Context: an optimization exercise on an open-source flow, tuned for small area, a short achievable clock period and few clock cycles per item. The choices shown serve that exercise and are no tape-out recipe.
Where RTL was checked, it was by simulation tests only, not by an equivalence proof against the original.
No driver is modelled on the clock port, so clocking that relies on it looks cheaper here than on a real chip.
Power is estimated from default activity; no workload was simulated.

==> v7: inputs <==
// pms7003_parse
module pms7003_parse (
    input  wire         clk,
    input  wire         rst,           
    input  wire         in_valid,
    output wire         in_ready,
    input  wire [7:0]   in_data,
    input  wire         in_last,
    input  wire [31:0]  now,
    output reg          out_valid,
    output wire [2:0]   out_err,       
    output wire [191:0] out_fields,    
    output wire [16:0]  out_count,     
    output wire [12:0]  out_est10,     
    output reg  [31:0]  out_ts
);
    assign in_ready = 1'b1;
    reg [5:0] idx;
    always @(posedge clk) begin
        if (rst)
            idx <= 6'd0;
        else if (in_valid) begin
            if (in_last)
                idx <= 6'd0;
            else if (idx != 6'd32)
                idx <= idx + 6'd1;
        end
    end
    reg [7:0] d_q;
    always @(posedge clk)
        if (in_valid)
            d_q <= in_data;
    reg [7:0] fb [4:27];
    integer k;
    always @(posedge clk) begin
        for (k = 4; k < 28; k = k + 1)
            if (k == 22 || k == 23) begin
                if (idx == k)
                    fb[k] <= in_data;
            end else if (idx == k + 1)
                fb[k] <= d_q;
    end
    genvar g;
    generate
        for (g = 0; g < 12; g = g + 1) begin : g_fields
            assign out_fields[16*g +: 16] = {fb[4 + 2*g], fb[5 + 2*g]};
        end
    endgenerate
    reg sync0, sync1;
    always @(posedge clk) begin
        if (idx == 6'd1) sync0 <= (d_q == 8'h42);
        if (idx == 6'd2) sync1 <= (d_q == 8'h4D);
    end
    reg       add_q;        
    reg       first_q;      
    reg [7:0] lo, hi;
    reg       c8;
    wire [8:0] lo_n = {1'b0, first_q ? 8'd0 : lo} + {1'b0, d_q};
    wire       c_n  = add_q & lo_n[8] & ~first_q;
  ...
==> module pms7003_parse, before the edit <==
module pms7003_parse (
    input  wire         clk,
    input  wire         rst,           
    input  wire         in_valid,
    output wire         in_ready,
    input  wire [7:0]   in_data,
    input  wire         in_last,
    input  wire [31:0]  now,
    output reg          out_valid,
    output wire [2:0]   out_err,       
    output wire [191:0] out_fields,    
    output wire [16:0]  out_count,     
    output wire [12:0]  out_est10,     
    output reg  [31:0]  out_ts
);
    assign in_ready = 1'b1;
    reg [5:0] idx;
    always @(posedge clk) begin
        if (rst)
            idx <= 6'd0;
        else if (in_valid) begin
            if (in_last)
                idx <= 6'd0;
            else if (idx != 6'd32)
                idx <= idx + 6'd1;
        end
    end
    reg [7:0] d_q;
    always @(posedge clk)
        if (in_valid)
            d_q <= in_data;
    reg [7:0] fb [4:27];
    integer k;
    always @(posedge clk) begin
        for (k = 4; k < 28; k = k + 1)
            if (k == 22 || k == 23) begin
                if (idx == k)
                    fb[k] <= in_data;
            end else if (idx == k + 1)
                fb[k] <= d_q;
    end
    genvar g;
    generate
        for (g = 0; g < 12; g = g + 1) begin : g_fields
            assign out_fields[16*g +: 16] = {fb[4 + 2*g], fb[5 + 2*g]};
        end
    endgenerate
    reg sync0, sync1;
    always @(posedge clk) begin
        if (idx == 6'd1) sync0 <= (d_q == 8'h42);
        if (idx == 6'd2) sync1 <= (d_q == 8'h4D);
    end
    reg       add_q;        
    reg       first_q;      
    reg [7:0] lo, hi;
    reg       c8;
    wire [8:0] lo_n = {1'b0, first_q ? 8'd0 : lo} + {1'b0, d_q};
    wire       c_n  = add_q & lo_n[8] & ~first_q;
    wire [7:0] hi_0 = hi + {7'd0, c8};
    wire [7:0] hi_1 = hi + {6'd0, c8, ~c8};
    reg        hi_ok0, hi_ok1, hi_c;
    always @(posedge clk) begin
        add_q   <= in_valid & (idx < 6'd30);
        first_q <= (idx == 6'd0);
        if (add_q)
            lo <= lo_n[7:0];
        c8 <= c_n;
        hi <= (add_q & first_q) ? 8'd0 : hi_0;
        if (idx == 6'd30) begin
            hi_ok0 <= (hi_0 == in_data);
            hi_ok1 <= (hi_1 == in_data);
            hi_c   <= c_n;
        end
    end
    wire hi_ok = hi_c ? hi_ok1 : hi_ok0;
    wire lo_ok = (lo == in_data);
    reg [1:0] err;
    always @(posedge clk) begin
        if (rst)
            out_valid <= 1'b0;
        else
            out_valid <= in_valid & in_last;
        if (idx != 6'd31)
            err <= 2'd1;
        else if (!(sync0 & sync1))
            err <= 2'd2;
        else if (!(hi_ok & lo_ok))
            err <= 2'd3;
        else
            err <= 2'd0;
        out_ts <= now;
    end
    assign out_err = {1'b0, err};
    wire [8:0] cnt_lo_n = {1'b0, fb[17]} - {1'b0, fb[23]};
    reg  [7:0] cnt_lo;
    reg        cnt_b;
    reg  [8:0] cnt_hi;
    wire [9:0] cnt_hi_n = {1'b0, fb[16], 1'b1} + {1'b1, ~fb[22], ~cnt_b};
    always @(posedge clk) begin
        cnt_lo <= cnt_lo_n[7:0];
        cnt_b  <= cnt_lo_n[8];
        cnt_hi <= cnt_hi_n[9:1];
    end
    assign out_count = {cnt_hi, cnt_lo};
    localparam [28:0] A = 29'd63216501;
    reg [7:0]  ph;
    reg [2:0]  dig;
    reg [25:0] acc;
    always @(posedge clk) begin
        ph <= {ph[6:0], in_valid & (idx == 6'd23)};
        dig <= ({3{ph[1]}} & out_count[2:0])
             | ({3{ph[2]}} & out_count[5:3])
             | ({3{ph[3]}} & out_count[8:6])
             | ({3{ph[4]}} & out_count[11:9])
             | ({3{ph[5]}} & out_count[14:12])
             | ({3{ph[6]}} & {out_count[16], out_count[16:15]});
    end
    wire       top = ph[7];
    reg [28:0] term;
    integer v;
    always @(*) begin
        term = 29'd0;
        for (v = 1; v < 8; v = v + 1)
            term = term | ({29{!top && dig == v}} & (A * v));
        term = term | ({29{top && dig == 3'd0}} & 29'd16384)
                    | ({29{top && dig == 3'd1}} & (A + 29'd16384))
                    | ({29{top && dig == 3'd6}} & (29'd16384 - A * 2))
                    | ({29{top && dig == 3'd7}} & (29'd16384 - A));
    end
    wire [28:0] acc_sum = {3'd0, acc} + term;
    wire        run     = |ph[7:2];
    always @(posedge clk) begin
        if (ph[0])
            acc <= 26'd0;
        else if (run)
            acc <= acc_sum[28:3];
    end
    assign out_est10 = acc[24:12];
endmodule
export LEC_CHECK = 0
export CAP_MARGIN = 20
export CORE_MARGIN = 2
export CORE_UTILIZATION = 65
export CTS_BUF_LIST = sky130_fd_sc_hd__clkbuf_16
export CTS_CLUSTER_DIAMETER = 100
export CTS_CLUSTER_SIZE = 30
export SLEW_MARGIN = 20
create_clock -name core_clock -period 10.0 [get_ports {clk}]
standard.sh (not shown) runs the stock make flow with config.mk's settings and CLKGATE_MAP_FILE= SYNTH_SCRIPT=/design/flow/synth_recipe.tcl, a recipe that flattens the netlist after the stock synthesis.
==> flow/flow/run.sh <==
#!/bin/bash
# Standard ORFS layout, with the port buffers made of the smallest buffer cell
# and timing repair aiming for a 3 ns path.
set -euo pipefail
export BUFFER_PORTS_ARGS="-buffer_cell sky130_fd_sc_hd__buf_1"
bash standard.sh SETUP_SLACK_MARGIN=6.6 finish > standard.log 2>&1
==> v19: changes against v7 <==
--- a/flow/design.v
+++ b/flow/design.v
@@ -119,11 +119,17 @@
     reg [28:0] term;
-    integer v;
     always @(*) begin
-        term = 29'd0;
-        for (v = 1; v < 8; v = v + 1)
-            term = term | ({29{!top && dig == v}} & (A * v));
-        term = term | ({29{top && dig == 3'd0}} & 29'd16384)
-                    | ({29{top && dig == 3'd1}} & (A + 29'd16384))
-                    | ({29{top && dig == 3'd6}} & (29'd16384 - A * 2))
-                    | ({29{top && dig == 3'd7}} & (29'd16384 - A));
+        case ({top, dig})
+            4'b0_000: term = 29'd0;
+            4'b0_001: term = A;
+            4'b0_010: term = A * 2;
+            4'b0_011: term = A * 3;
+            4'b0_100: term = A * 4;
+            4'b0_101: term = A * 5;
+            4'b0_110: term = A * 6;
+            4'b0_111: term = A * 7;
+            4'b1_001: term = A + 29'd16384;
+            4'b1_110: term = 29'd16384 - A * 2;
+            4'b1_111: term = 29'd16384 - A;
+            default:  term = 29'd16384;
+        endcase
     end
==> flow/flow/run.sh (replaced) <==
#!/bin/bash
# Layout flow: the standard ORFS flow (standard.sh) with three changes.
#  1. The port buffers that global placement inserts are the smallest buffer
#     cell, sky130_fd_sc_hd__buf_1 (every input and output port still gets one).
#  2. After clock tree synthesis, flow/clktree.tcl flattens the clock tree: the
#     H-tree's intermediate buffers are taken out and the leaf buffers are split
#     into four groups by location, each driven by its own root buffer, which
#     the clock port drives (four cell pins on the port). Every register's clock
#     still passes through the same number of buffers.
#  3. The rest of the flow (global route with its repair, detailed route,
#     finish) runs with a setup slack margin of 7 ns, so that timing repair
#     aims for 3 ns paths; the design is still constrained at the design's
#     10 ns clock.
# Each step's full output goes to its own log file in this folder.
set -euo pipefail
export BUFFER_PORTS_ARGS="-buffer_cell sky130_fd_sc_hd__buf_1"
bash standard.sh cts > standard_cts.log 2>&1
openroad -no_init -exit flow/clktree.tcl > clktree.log 2>&1
bash standard.sh SETUP_SLACK_MARGIN=7.08 finish > standard.log 2>&1
==> flow/flow/clktree.tcl (new file) <==
# Flatten the clock tree that clock tree synthesis built: the H-tree's
# intermediate buffers are taken out, and the leaf buffers are split into four
# groups by location, each driven by a root buffer of its own that the clock
# port drives (the port then drives four cell pins).
set odb orfs/results/sky130hd/pms7003_parse/base/4_cts.odb
read_db $odb
set block [ord::get_db_block]
set root [$block findInst clkbuf_0_clk]
set rootnet [[$root findITerm X] getNet]
set clknet [[$root findITerm A] getNet]

# 1. take out buffers that drive only clock buffers
foreach it [$rootnet getITerms] {
  set inst [$it getInst]
  if {$inst eq $root} { continue }
  if {![string match "sky130_fd_sc_hd__clkbuf_*" [[$inst getMaster] getName]]} { continue }
  set outnet [[$inst findITerm X] getNet]
  set loads {}
  set ok 1
  foreach lt [$outnet getITerms] {
    if {[$lt getInst] eq $inst} { continue }
    if {![string match "sky130_fd_sc_hd__clkbuf_*" [[[$lt getInst] getMaster] getName]]} { set ok 0 }
    lappend loads $lt
  }
  if {!$ok} { continue }
  foreach lt $loads { $lt disconnect; $lt connect $rootnet }
  [$inst findITerm A] disconnect
  [$inst findITerm X] disconnect
  puts "removed [$inst getName] ([llength $loads] loads)"
  odb::dbInst_destroy $inst
  odb::dbNet_destroy $outnet
}

# 2. the loads of the root: split into four groups by location
set loads {}
foreach it [$rootnet getITerms] {
  if {[$it getInst] eq $root} { continue }
  if {[$it isInputSignal] || [$it getIoType] eq "INPUT"} { lappend loads $it }
}
puts "root loads: [llength $loads]"
proc xy {it} { set b [[$it getInst] getBBox]; list [expr {([$b xMin]+[$b xMax])/2}] [expr {([$b yMin]+[$b yMax])/2}] }
set byx [lsort -command {apply {{a b} { expr {[lindex [xy $a] 0] - [lindex [xy $b] 0]} }}} $loads]
set n [llength $byx]
set half [expr {$n / 2}]
set groups {}
foreach part [list [lrange $byx 0 [expr {$half-1}]] [lrange $byx $half end]] {
  set byy [lsort -command {apply {{a b} { expr {[lindex [xy $a] 1] - [lindex [xy $b] 1]} }}} $part]
  set m [llength $byy]
  set h [expr {$m / 2}]
  lappend groups [lrange $byy 0 [expr {$h-1}]] [lrange $byy $h end]
}

# 3. one root buffer per group, at the group's centre
set master [[$root getMaster] getDb]
set master [$root getMaster]
set g 0
foreach grp $groups {
  if {[llength $grp] == 0} { continue }
  set sx 0; set sy 0
  foreach it $grp { lassign [xy $it] x y; set sx [expr {$sx+$x}]; set sy [expr {$sy+$y}] }
  set cx [expr {$sx / [llength $grp]}]
  set cy [expr {$sy / [llength $grp]}]
  if {$g == 0} {
    set inst $root
    set net $rootnet
  } else {
    set inst [odb::dbInst_create $block $master "clkbuf_root_${g}_clk"]
    set net [odb::dbNet_create $block "clknet_root_${g}_clk"]
    $net setSigType CLOCK
    [$inst findITerm A] connect $clknet
    [$inst findITerm X] connect $net
    foreach it $grp { $it disconnect; $it connect $net }
  }
  $inst setLocation [expr {$cx - [$master getWidth]/2}] [expr {$cy - [$master getHeight]/2}]
  $inst setPlacementStatus PLACED
  puts "group $g: [llength $grp] loads, root [$inst getName] at $cx $cy"
  incr g
}
# the root keeps only its own group
foreach it [$rootnet getITerms] {
  if {[$it getInst] eq $root} { continue }
  if {[lsearch -exact [lindex $groups 0] $it] < 0} { puts "stray load [[$it getInst] getName]" }
}
detailed_placement
check_placement -verbose
write_db $odb
==> v20: changes against v7 <==
--- a/flow/design.v
+++ b/flow/design.v
@@ -119,11 +119,17 @@
     reg [28:0] term;
-    integer v;
     always @(*) begin
-        term = 29'd0;
-        for (v = 1; v < 8; v = v + 1)
-            term = term | ({29{!top && dig == v}} & (A * v));
-        term = term | ({29{top && dig == 3'd0}} & 29'd16384)
-                    | ({29{top && dig == 3'd1}} & (A + 29'd16384))
-                    | ({29{top && dig == 3'd6}} & (29'd16384 - A * 2))
-                    | ({29{top && dig == 3'd7}} & (29'd16384 - A));
+        case ({top, dig})
+            4'b0_000: term = 29'd0;
+            4'b0_001: term = A;
+            4'b0_010: term = A * 2;
+            4'b0_011: term = A * 3;
+            4'b0_100: term = A * 4;
+            4'b0_101: term = A * 5;
+            4'b0_110: term = A * 6;
+            4'b0_111: term = A * 7;
+            4'b1_001: term = A + 29'd16384;
+            4'b1_110: term = 29'd16384 - A * 2;
+            4'b1_111: term = 29'd16384 - A;
+            default:  term = 29'd16384;
+        endcase
     end
==> flow/flow/run.sh (replaced) <==
#!/bin/bash
# Standard ORFS layout, with the port buffers made of the smallest buffer cell.
# After clock tree synthesis, the clock root buffer drives the leaf buffers
# directly (the H-tree's intermediate buffers are taken out); the rest of the
# flow (global route with its timing repair, detailed route) then runs as usual.
set -euo pipefail
export BUFFER_PORTS_ARGS="-buffer_cell sky130_fd_sc_hd__buf_1"
bash standard.sh cts > standard_cts.log 2>&1
openroad -no_init -exit flow/clktree.tcl > clktree.log 2>&1
bash standard.sh finish > standard.log 2>&1
==> flow/flow/clktree.tcl (new file) <==
# Take out the buffers between the clock root buffer and the leaf buffers.
set odb orfs/results/sky130hd/pms7003_parse/base/4_cts.odb
read_db $odb
set block [ord::get_db_block]
set root [$block findInst clkbuf_0_clk]
set rootnet [[$root findITerm X] getNet]
set removed 0
foreach it [$rootnet getITerms] {
  set inst [$it getInst]
  if {$inst eq $root} { continue }
  set master [[$inst getMaster] getName]
  if {![string match "sky130_fd_sc_hd__clkbuf_*" $master]} { continue }
  set outnet [[$inst findITerm X] getNet]
  # only buffers that drive other clock buffers
  set loads {}
  set ok 1
  foreach lt [$outnet getITerms] {
    if {[$lt getInst] eq $inst} { continue }
    if {![string match "sky130_fd_sc_hd__clkbuf_*" [[[$lt getInst] getMaster] getName]]} { set ok 0 }
    lappend loads $lt
  }
  if {!$ok} { continue }
  foreach lt $loads {
    $lt disconnect
    $lt connect $rootnet
  }
  [$inst findITerm A] disconnect
  [$inst findITerm X] disconnect
  puts "removed [$inst getName] ([llength $loads] loads)"
  odb::dbInst_destroy $inst
  odb::dbNet_destroy $outnet
  incr removed
}
puts "removed $removed buffers"
write_db $odb
==> comparison <==
Of v7 and v19, v7 has the higher critical path depth (gap 11). Against v7, the sequential power of v19 is larger by about 6%. Hold slack: v7 < v20 < v19. Of v19 and v7, v19 has the higher die area (gap about 3.3%, measured against v7). In non-clock buffer count, v7 and v20 do not differ. The highest utilization belongs to v19, the lowest to v20. The highest first-iteration DRC count belongs to v7, the lowest to v20. In v20 the sequential cell count is higher than in v7, by 20. Global-route usage: v7 is lower than v20 (0.69 points).
Testbench counts of v19, summed over its fixed seeds: cycles 64,008, frames 2,000.
Testbench counts of v20, summed over its fixed seeds: cycles 64,008, frames 2,000.
For v7, only the layout was checked, not whether the RTL still works.

[afterwards: timing with drivers on the ports]
The results above use ideal ports. As a check the final layouts listed here were re-extracted and re-timed, cells and wires unchanged.
Step 1 sets driving cells, clkbuf_16 on the clock port and buf_2 on the other inputs (assumed; they add their load-dependent delay and slew).
Step 2 also shifts input and output timing later by t, the mid clock arrival at the registers, as if the neighbouring blocks saw the same clock.
Three values: ideal ports, drivers, drivers and shift; two values: the first two.
run | shift t [ns] | setup slack, ns | worst setup path after step 2 | pins driven straight from the clock port
v7 | 0.540 | 6.733 / 6.733 / 6.321 | input to register | 1
v19 | 0.405 | 7.026 / 6.929 / 6.782 | input to register | 4
v20 | 0.500 | 6.889 / 6.846 / 6.666 | input to register | 1
After both steps setup and hold are still met in every run listed. The setup slack of v7, which loses most, moves by 0.000 ns with the drivers and by -0.412 ns with both steps.
